Context: an optimization exercise on an open-source flow, tuned for small area. The choices shown serve that exercise and are no tape-out recipe.
Only simulation tests tie the RTL to the original design; equivalence was not proved.
Power figures rest on the tool's default switching activity, not on a simulated workload.

<file path="run.sh">
#!/bin/bash
# synth_recipe.tcl (not shown) runs the flow's synth.tcl, then flattens the netlist and writes it again
# the make line also repeats each setting of config.mk as NAME=value (left out here)
make -C /OpenROAD-flow-scripts/flow DESIGN_CONFIG=/design/flow/config.mk WORK_HOME=/design/flow/orfs CLKGATE_MAP_FILE= SYNTH_SCRIPT=/design/flow/synth_recipe.tcl finish
</file>
<file path="config.mk">
export PLATFORM = sky130hd
export DESIGN_NAME = hpf
export DESIGN_NICKNAME = hpf
export VERILOG_FILES = /design/flow/design.v
export SDC_FILE = /design/flow/constraint.sdc
export NUM_CORES = 4
export LEC_CHECK = 0
export CAP_MARGIN = 20
export CORE_MARGIN = 2
export CORE_UTILIZATION = 40
export SLEW_MARGIN = 20
</file>
<file path="constraint.sdc">
create_clock -name core_clock -period 8.0 [get_ports {clk}]
set_input_delay 1.6000 -clock core_clock [delete_from_list [all_inputs] [get_ports {clk}]]
set_output_delay 1.6000 -clock core_clock [all_outputs]
set_load 0.01 [all_outputs]
</file>
<file path="design.v">
module hpf (
    input  wire        clk,
    input  wire        rst,           
    input  wire        op_valid,
    output wire        op_ready,
    input  wire [3:0]  op_sel,
    input  wire [7:0]  op_cmd,        
    input  wire [7:0]  op_plen,       
    input  wire [8:0]  op_flen,       
    input  wire [15:0] op_alg,        
    input  wire        pl_valid,
    input  wire [7:0]  pl_data,
    output wire        pl_ready,
    output wire        tx_valid,
    output wire [7:0]  tx_data,
    input  wire        tx_ready,
    input  wire        rx_valid,
    input  wire        rx_timeout,
    input  wire [7:0]  rx_data,
    output wire        rx_ready,
    output reg         done,
    output wire        busy,
    output reg  [2:0]  session,
    output reg  [15:0] mode,
    output reg         mode_valid,
    output reg  [2:0]  res_kind,
    output reg         fb_valid,
    output reg  [8:0]  fb_len,
    output reg         info_valid,
    output reg  [7:0]  info_n,
    output reg  [15:0] info_pkt,
    output reg  [15:0] info_id,
    output reg  [7:0]  det_count,
    output reg  [3:0]  err_cause,
    output reg  [8:0]  err_len,
    output reg         close_strobe,
    output wire        det_valid,
    output wire [7:0]  det_kind,
    output wire [15:0] det_ax,
    output wire [15:0] det_ay,
    output wire [15:0] det_bx,
    output wire [15:0] det_by
);
    localparam [3:0] OP_OPEN = 4'h1, OP_SEND = 4'h2, OP_READ_FRAME = 4'h3,
                     OP_READ_RESP = 4'h4, OP_KNOCK = 4'h5, OP_SET_MODE = 4'h6,
                     OP_POLL = 4'h7, OP_CLOSE = 4'h8;
    localparam [2:0] SS_UNINIT = 3'd0, SS_CONN = 3'd1, SS_MODESET = 3'd2,
                     SS_POLLING = 3'd3, SS_CLOSED = 3'd4;
    localparam [2:0] RK_NONE = 3'd0, RK_DONE = 3'd1, RK_FRAME = 3'd2,
                     RK_ACK = 3'd3, RK_SINGLE = 3'd4, RK_DET = 3'd5;
    localparam [3:0] E_TIMEOUT = 4'd1, E_BAD_PREFIX = 4'd2, E_BAD_CSUM = 4'd3,
                     E_ACK_MISMATCH = 4'd4, E_UNKNOWN_CMD = 4'd5,
                     E_UNEXPECTED_CMD = 4'd8, E_BAD_STATE = 4'd9, E_CONTRACT = 4'd10;
    localparam [7:0] C_REQUEST = 8'h20, C_INFO = 8'h29, C_BLOCK = 8'h2A,
                     C_ARROW = 8'h2B, C_KNOCK = 8'h2C, C_SET_ALG = 8'h2D,
                     C_OK = 8'h2E;
    localparam [2:0] ST_IDLE = 3'd0, ST_ADMIT = 3'd1, ST_TX = 3'd2,
                     ST_RX = 3'd3, ST_CHECK = 3'd4;
    reg [2:0]  state;
    reg [3:0]  cur_op;
    reg [7:0]  arg_cmd;
    reg [7:0]  arg_plen;
    reg [8:0]  arg_flen;
    reg [15:0] arg_alg;
    reg [8:0]  tx_idx;
    reg [7:0]  tx_sum;
    reg [8:0]  rx_idx;
    reg [8:0]  rx_len;
    reg [7:0]  rx_sum;
    reg        rx_pfx_ok;
    reg        rx_sum_ok;
    reg [7:0]  fb [0:15];           
    reg        rsp_more;            
    reg [7:0]  remain;
    reg        adm_reserved;
    reg        adm_state_ok;
    reg        adm_args_ok;
    always @* begin
        adm_reserved = (cur_op == 4'h0) || (cur_op > OP_CLOSE);
        case (cur_op)
            OP_OPEN:      adm_state_ok = (session == SS_UNINIT);
            OP_POLL:      adm_state_ok = (session == SS_MODESET) || (session == SS_POLLING);
            default:      adm_state_ok = (session == SS_CONN) || (session == SS_MODESET) ||
                                         (session == SS_POLLING);
        endcase
        case (cur_op)
            OP_READ_FRAME: adm_args_ok = (arg_flen >= 9'd6) && (arg_flen <= 9'd261);
            OP_SET_MODE:   adm_args_ok = (arg_alg <= 16'd6);
            default:       adm_args_ok = 1'b1;
        endcase
    end
    reg  [7:0] tx_plen;
    reg  [7:0] tx_cmd;
    reg  [7:0] tx_byte;
    reg        tx_from_host;        
    wire [8:0] tx_last_idx = {1'b0, tx_plen} + 9'd5;
    always @* begin
        case (cur_op)
            OP_SEND:     begin tx_plen = arg_plen; tx_cmd = arg_cmd;   end
            OP_KNOCK:    begin tx_plen = 8'd0;     tx_cmd = C_KNOCK;   end
            OP_SET_MODE: begin tx_plen = 8'd2;     tx_cmd = C_SET_ALG; end
            default:     begin tx_plen = 8'd0;     tx_cmd = C_REQUEST; end
        endcase
        tx_from_host = 1'b0;
        if (tx_idx == 9'd0)
            tx_byte = 8'h55;
        else if (tx_idx == 9'd1)
            tx_byte = 8'hAA;
        else if (tx_idx == 9'd2)
            tx_byte = 8'h11;
        else if (tx_idx == 9'd3)
            tx_byte = tx_plen;
        else if (tx_idx == 9'd4)
            tx_byte = tx_cmd;
        else if (tx_idx == tx_last_idx)
            tx_byte = tx_sum;
        else if (cur_op == OP_SET_MODE)
            tx_byte = (tx_idx == 9'd5) ? arg_alg[7:0] : arg_alg[15:8];
        else begin
            tx_byte = pl_data;
            tx_from_host = 1'b1;
        end
    end
    assign tx_valid = (state == ST_TX) && (!tx_from_host || pl_valid);
    assign tx_data  = tx_byte;
    assign pl_ready = (state == ST_TX) && tx_from_host && tx_ready;
    wire   tx_fire  = tx_valid && tx_ready;
    assign rx_ready = (state == ST_RX);
    wire   rx_fire  = rx_valid && rx_ready;
    assign op_ready = (state == ST_IDLE);
    assign busy     = (state != ST_IDLE);
    wire [7:0] f_cmd     = fb[4];
    wire       is_ack    = (fb[3] == 8'h00) && (fb[4] == C_OK);
    wire       known_cmd = (f_cmd == C_REQUEST) || (f_cmd == C_INFO) || (f_cmd == C_BLOCK) ||
                           (f_cmd == C_ARROW) || (f_cmd == C_KNOCK) || (f_cmd == C_SET_ALG) ||
                           (f_cmd == C_OK);
    wire       det_cmd   = (f_cmd == C_BLOCK) || (f_cmd == C_ARROW);
    wire       frame_ok  = rx_pfx_ok && rx_sum_ok;
    assign det_valid = (state == ST_CHECK) && rsp_more && frame_ok && det_cmd;
    assign det_kind  = fb[4];
    assign det_ax    = {fb[6],  fb[5]};
    assign det_ay    = {fb[8],  fb[7]};
    assign det_bx    = {fb[10], fb[9]};
    assign det_by    = {fb[12], fb[11]};
    reg [7:0] pfx_byte;
    always @* begin
        case (rx_idx[1:0])
            2'd0:    pfx_byte = 8'h55;
            2'd1:    pfx_byte = 8'hAA;
            default: pfx_byte = 8'h11;
        endcase
    end
    always @(posedge clk) begin
        if (rst) begin
            state        <= ST_IDLE;
            done         <= 1'b0;
            session      <= SS_UNINIT;
            mode_valid   <= 1'b0;
            res_kind     <= RK_NONE;
            fb_valid     <= 1'b0;
            info_valid   <= 1'b0;
            det_count    <= 8'd0;
            err_cause    <= 4'd0;
            err_len      <= 9'd0;
            close_strobe <= 1'b0;
            tx_idx       <= 9'd0;
            tx_sum       <= 8'd0;
            rx_idx       <= 9'd0;
            rx_sum       <= 8'd0;
            rx_pfx_ok    <= 1'b0;
            rsp_more     <= 1'b0;
            remain       <= 8'd0;
        end else begin
            done         <= 1'b0;
            close_strobe <= 1'b0;
            case (state)
                ST_IDLE: begin
                    if (op_valid) begin
                        cur_op    <= op_sel;
                        arg_cmd   <= op_cmd;
                        arg_plen  <= op_plen;
                        arg_flen  <= op_flen;
                        arg_alg   <= op_alg;
                        res_kind  <= RK_NONE;
                        err_cause <= 4'd0;
                        err_len   <= 9'd0;
                        state     <= ST_ADMIT;
                    end
                end
                ST_ADMIT: begin
                    if (adm_reserved || !adm_state_ok || !adm_args_ok) begin
                        err_cause <= (adm_reserved || adm_state_ok) ? E_CONTRACT : E_BAD_STATE;
                        fb_valid  <= 1'b0;
                        det_count <= 8'd0;
                        state     <= ST_IDLE;
                        done      <= 1'b1;
                    end else begin
                        case (cur_op)
                            OP_OPEN: begin
                                session  <= SS_CONN;
                                res_kind <= RK_DONE;
                                state    <= ST_IDLE;
                                done     <= 1'b1;
                            end
                            OP_CLOSE: begin
                                session      <= SS_CLOSED;
                                close_strobe <= 1'b1;
                                res_kind     <= RK_DONE;
                                state        <= ST_IDLE;
                                done         <= 1'b1;
                            end
                            OP_READ_FRAME: begin
                                rx_len    <= arg_flen;
                                rx_idx    <= 9'd0;
                                rx_sum    <= 8'd0;
                                rx_pfx_ok <= 1'b1;
                                fb_valid  <= 1'b0;
                                state     <= ST_RX;
                            end
                            OP_READ_RESP: begin
                                det_count  <= 8'd0;
                                info_valid <= 1'b0;
                                remain     <= 8'd0;
                                rsp_more   <= 1'b0;
                                rx_len     <= 9'd16;
                                rx_idx     <= 9'd0;
                                rx_sum     <= 8'd0;
                                rx_pfx_ok  <= 1'b1;
                                fb_valid   <= 1'b0;
                                state      <= ST_RX;
                            end
                            default: begin   
                                if (cur_op == OP_POLL)
                                    session <= SS_POLLING;
                                tx_idx <= 9'd0;
                                tx_sum <= 8'd0;
                                state  <= ST_TX;
                            end
                        endcase
                    end
                end
                ST_TX: begin
                    if (tx_fire) begin
                        tx_sum <= tx_sum + tx_byte;
                        tx_idx <= tx_idx + 9'd1;
                        if (tx_idx == tx_last_idx) begin
                            case (cur_op)
                                OP_SEND: begin
                                    res_kind <= RK_DONE;
                                    state    <= ST_IDLE;
                                    done     <= 1'b1;
                                end
                                OP_POLL: begin
                                    det_count  <= 8'd0;
                                    info_valid <= 1'b0;
                                    remain     <= 8'd0;
                                    rsp_more   <= 1'b0;
                                    rx_len     <= 9'd16;
                                    rx_idx     <= 9'd0;
                                    rx_sum     <= 8'd0;
                                    rx_pfx_ok  <= 1'b1;
                                    fb_valid   <= 1'b0;
                                    state      <= ST_RX;
                                end
                                default: begin   
                                    rx_len    <= 9'd6;
                                    rx_idx    <= 9'd0;
                                    rx_sum    <= 8'd0;
                                    rx_pfx_ok <= 1'b1;
                                    fb_valid  <= 1'b0;
                                    state     <= ST_RX;
                                end
                            endcase
                        end
                    end
                end
                ST_RX: begin
                    if (rx_fire) begin
                        if (rx_timeout) begin
                            err_cause <= E_TIMEOUT;
                            err_len   <= 9'd0;
                            fb_valid  <= 1'b0;
                            det_count <= 8'd0;
                            remain    <= 8'd0;
                            rsp_more  <= 1'b0;
                            state     <= ST_IDLE;
                            done      <= 1'b1;
                        end else begin
                            if (rx_idx < 9'd16)
                                fb[rx_idx[3:0]] <= rx_data;
                            if (rx_idx <= 9'd2 && rx_data != pfx_byte)
                                rx_pfx_ok <= 1'b0;
                            rx_idx <= rx_idx + 9'd1;
                            if (rx_idx == rx_len - 9'd1) begin
                                rx_sum_ok <= (rx_data == rx_sum);
                                state     <= ST_CHECK;
                            end else begin
                                rx_sum <= rx_sum + rx_data;
                            end
                        end
                    end
                end
                ST_CHECK: begin
                    if (!frame_ok) begin
                        err_cause <= rx_pfx_ok ? E_BAD_CSUM : E_BAD_PREFIX;
                        err_len   <= rx_len;
                        fb_valid  <= 1'b0;
                        det_count <= 8'd0;
                        remain    <= 8'd0;
                        rsp_more  <= 1'b0;
                        state     <= ST_IDLE;
                        done      <= 1'b1;
                    end else begin
                        fb_valid <= 1'b1;
                        fb_len   <= rx_len;
                        case (cur_op)
                            OP_READ_FRAME: begin
                                res_kind <= RK_FRAME;
                                state    <= ST_IDLE;
                                done     <= 1'b1;
                            end
                            OP_KNOCK, OP_SET_MODE: begin
                                if (!is_ack) begin
                                    err_cause <= E_ACK_MISMATCH;
                                    err_len   <= 9'd6;
                                    fb_valid  <= 1'b0;
                                    det_count <= 8'd0;
                                end else begin
                                    if (cur_op == OP_SET_MODE) begin
                                        mode       <= arg_alg;
                                        mode_valid <= 1'b1;
                                        session    <= SS_MODESET;
                                    end
                                    res_kind <= RK_DONE;
                                end
                                state <= ST_IDLE;
                                done  <= 1'b1;
                            end
                            default: begin   
                                if (!rsp_more) begin
                                    if (f_cmd == C_OK) begin
                                        res_kind <= RK_ACK;
                                        state    <= ST_IDLE;
                                        done     <= 1'b1;
                                    end else if (f_cmd == C_INFO) begin
                                        info_n     <= fb[5];
                                        info_pkt   <= {fb[6], fb[5]};
                                        info_id    <= {fb[8], fb[7]};
                                        info_valid <= 1'b1;
                                        remain     <= fb[5];
                                        if (fb[5] == 8'd0) begin
                                            res_kind <= RK_DET;
                                            state    <= ST_IDLE;
                                            done     <= 1'b1;
                                        end else begin
                                            rsp_more  <= 1'b1;
                                            rx_idx    <= 9'd0;
                                            rx_sum    <= 8'd0;
                                            rx_pfx_ok <= 1'b1;
                                            fb_valid  <= 1'b0;
                                            state     <= ST_RX;
                                        end
                                    end else if (known_cmd) begin
                                        res_kind <= RK_SINGLE;
                                        state    <= ST_IDLE;
                                        done     <= 1'b1;
                                    end else begin
                                        err_cause <= E_UNKNOWN_CMD;
                                        err_len   <= 9'd16;
                                        fb_valid  <= 1'b0;
                                        det_count <= 8'd0;
                                        state     <= ST_IDLE;
                                        done      <= 1'b1;
                                    end
                                end else begin
                                    if (!det_cmd) begin
                                        err_cause <= known_cmd ? E_UNEXPECTED_CMD : E_UNKNOWN_CMD;
                                        err_len   <= 9'd16;
                                        fb_valid  <= 1'b0;
                                        det_count <= 8'd0;
                                        remain    <= 8'd0;
                                        rsp_more  <= 1'b0;
                                        state     <= ST_IDLE;
                                        done      <= 1'b1;
                                    end else begin
                                        det_count <= det_count + 8'd1;
                                        remain    <= remain - 8'd1;
                                        if (remain == 8'd1) begin
                                            rsp_more <= 1'b0;
                                            res_kind <= RK_DET;
                                            state    <= ST_IDLE;
                                            done     <= 1'b1;
                                        end else begin
                                            rx_idx    <= 9'd0;
                                            rx_sum    <= 8'd0;
                                            rx_pfx_ok <= 1'b1;
                                            fb_valid  <= 1'b0;
                                            state     <= ST_RX;
                                        end
                                    end
                                end
                            end
                        endcase
                    end
                end
                default: state <= ST_IDLE;
            endcase
        end
    end
endmodule
</file>
==> results.txt <==
status no timing/DRC/antenna violations; top cells by area, synth edfxtp_1 (47%), dfxtp_1 (13%), nor2_1 (3.6%); Synth Instances between 1000 and 1500; cts repair resizes 0; final instance area 0.0162 sq mm; Rows 64; fin util 53.1%; Post-Route WL 35.7 mm; final setup violation count 0; min Tclk post-route a little under 7 ns; leakage power total 5.64 nW; Post-synth EDFFs 192; DRT antenna net count 0; CP required 6.40 ns; buffers added on ports 250; wire per inst a little over 20 um; placed cell area 0.0152 sq mm; Slowest-stage cell, CP clkdlybuf4s50_1; Max Buffers Root-to-Sink 3; fmax 148 MHz; RSZ-0062 raised after global routing no; Residual DRC 0; pin count of the biggest net entering global routing 46; clk_skew 0.00822 ns; Mapped Nets 1192; Tightest Pin Transition 1.13 ns; Top delay family on crit path compound AO/OA/AOI/OAI gates; Slew HR 24.4%; DIE AREA 0.0324 sq mm; post-synth top area share 46.6%; Hold Crit Class reg -> reg; via density per instance 5.54; Distinct cells, synth between 70 and 80; critical path class reg -> out; layout cell share with drive strength beyond 1 ~5.6%; DR iter-0 viols 723; Max Slew Vio Count 0; prevailing post-synth register cell edfxtp_1; #FFs+latches synth 271; vias in the first global route about 9400; worst slack, placed 1.85 ns; DRT Pass-1 Iters 7; most frequent cell after synthesis edfxtp_1; Post-Syn Area ~0.012 sq mm; CTS Root Cell clkbuf_16; first-pass GRT wire length 54.8 mm; CP max stage delay 0.62 ns; CP Capture Type output port; Seq/Total Area, Yosys 59.3%; crit path max fanout 20; antenna violations before repair 0; initial core utilization between 40% and 50%; worst hold slack 0.445 ns; total global-route track usage 21.3%; total CTS buffers 29; Syn-to-layout area delta 30.8%; cts-stage hold buffer count 0; HPWL Detailed 26.0 mm; Die Y around 180 um; vias 9679; # diodes 0; pwr dens 236 mW/mm^2; # Post-CTS Setup Buffers 0; syn avg cell area 11.3 sq um; Final TNS setup 0 ns; I/O pin cnt 251; startpoint types register; Final Hold Violating Endpoints 0; most frequent cells after synthesis edfxtp_1 (192), nor2_1 (119), dfxtp_1 (79), a21oi_1 (66), nand2_1 (63); CTS tree yes; Synth area leader edfxtp_1; CP arrival 5.14 ns; total gr overflow 0; Max-cap violations 0; final setup margin 1.26 ns; CTS H-Tree Depth 1; share of async-settable or async-resettable flops after synthesis 0%; register clock-pin slew on the reported worst setup and hold paths approximately 0.060 ns; core area between 0.03 and 0.04 sq mm; worst vdd ir 174 uV; Syn. warnings 1; final-stage net count 1425; CTS Sinks 271; GPL Wtd Cong 0.896; CP Buf/Inv Count 3; Worst-Skew Late Latency about 0.56 ns; Die Wd 180 um; worst path cell trace nor4b_2 -> buf_4 -> and2_1 -> ha_1 -> o21ai_0 -> xor3_1 -> and4_1 -> o32ai_1 -> nor4_4 -> buf_4 -> a211oi_1 -> a211o_1 -> a32oi_1 -> a32oi_1 -> clkdlybuf4s50_1; Final period util 84.3%
routing by layer:
layer  vias to the layer above  wire [um]  track usage (%)
met2                       330      17400             36.7
met3                        55       2380             4.64
met4                         0        741             4.98
li1                       4592          -                -
met1                      4702      15100             27.5
met5                         -          0                0
cell type report:
type / instances / area, sq um
fillers: 2635 / 14300
flip-flops and latches: 271 / 7350
multi-input cells: 732 / 4680
repair buffers: 261 / 2580
clock buffers: 40 / 787
well taps: 396 / 495
clock inverters: 14 / 186
inverters: 32 / 120
worst paths after layout:
check | slack [ns] | to | from | depth (start not counted)
setup / recovery | 1.26 | tx_data[1] | cur_op[1]$_DFFE_PP_ | 15
setup reg to reg | 2.01 | tx_sum[7]$_SDFFE_PP0P_ | cur_op[0]$_DFFE_PP_ | 19
hold reg to reg | 0.44 | info_id[0]$_DFFE_PP_ | fb[7][0]$_DFFE_PP_ | 0
hold / removal | 0.44 | info_id[0]$_DFFE_PP_ | fb[7][0]$_DFFE_PP_ | 0
stage by stage:
stage / std cells / total power, mW
2_1_floorplan: 1094 / 2.19
3_3_place_gp: 1692 / 2.48
3_5_place_dp: 1692 / 2.48
4_1_cts: 1746 / 3.85
5_1_grt: 1746 / 4.00
6_report: 1746 / 3.82
power breakdown:
part / internal (mW) / switching [mW]
clock network: 0.818 / 0.551
registers: 1.59 / 0.0923
logic: 0.318 / 0.451
total: 2.73 / 1.09
cell usage in the layout, fill, tap and decap left out, types with 8 or more instances in the layout:
master	synthesis	routed
nor3_1	30	29
nor4_1	17	17
o32ai_1	8	8
or3_1	17	17
xnor2_1	22	22
nand3_1	26	26
edfxtp_1	192	192
nand2_1	63	63
dfxtp_1	79	79
a21o_1	12	12
a211oi_1	16	16
clkbuf_1	42	9
a22oi_1	23	23
and3_1	22	21
mux2i_1	14	14
nor2_1	119	119
nand4_1	9	9
a31oi_1	10	10
o21ai_0	52	52
ha_1	28	28
buf_4	9	11
and2_1	18	18
clkdlybuf4s50_1	0	249
inv_1	31	31
xor2_1	22	22
clkbuf_16	0	29
a21oi_1	66	66
registers in the layout, indices dropped and copies added (netlist names), 4 cells and up:
| signal | flops |
|---|---|
| arg_alg | 16 |
| arg_cmd | 8 |
| arg_flen | 9 |
| arg_plen | 8 |
| cur_op | 4 |
| det_count | 8 |
| err_cause | 4 |
| err_len | 9 |
| fb | 80 |
| fb_len | 9 |
| info_id | 16 |
| info_n | 7 |
| info_pkt | 9 |
| mode | 16 |
| remain | 8 |
| rx_idx | 9 |
| rx_len | 9 |
| rx_sum | 8 |
| tx_idx | 9 |
| tx_sum | 8 |
kinds of logic after synthesis:
logic type / count (synthesis) / share of synthesized area, %
AOI/OAI and AO/OA: 261 / 14.1
xor gates and xnor gates: 45 / 3.30
adders and majority gates: 30 / 3.15
buffers and inverters: 91 / 3.08
DFF: 271 / 59.3
muxes: 15 / 1.22
and+or+nand+nor: 381 / 15.8

-- re-timing with driven ports --
The results above use ideal ports. As a check the final layout listed here was re-extracted and re-timed, cells and wires unchanged. Step 1: set_driving_cell puts a clkbuf_16 on clk and a buf_2 on each other input, an assumption about the parent block. Step 2 moves the port delays by t, midway between the first and last clock arrival at a register: inputs arrive t later, outputs are due t later. That takes back most of the time a late clock gives input paths. Three values: no drivers, after step 1, after step 2; two values: the first two.
t, ns: 0.607
setup slack, ns: 1.256 / 1.204 / 1.811
worst setup path at the end: register to output
After both steps setup and hold are still met in this run. The setup slack of this run moves by -0.052 ns with the drivers and by +0.555 ns with both steps.
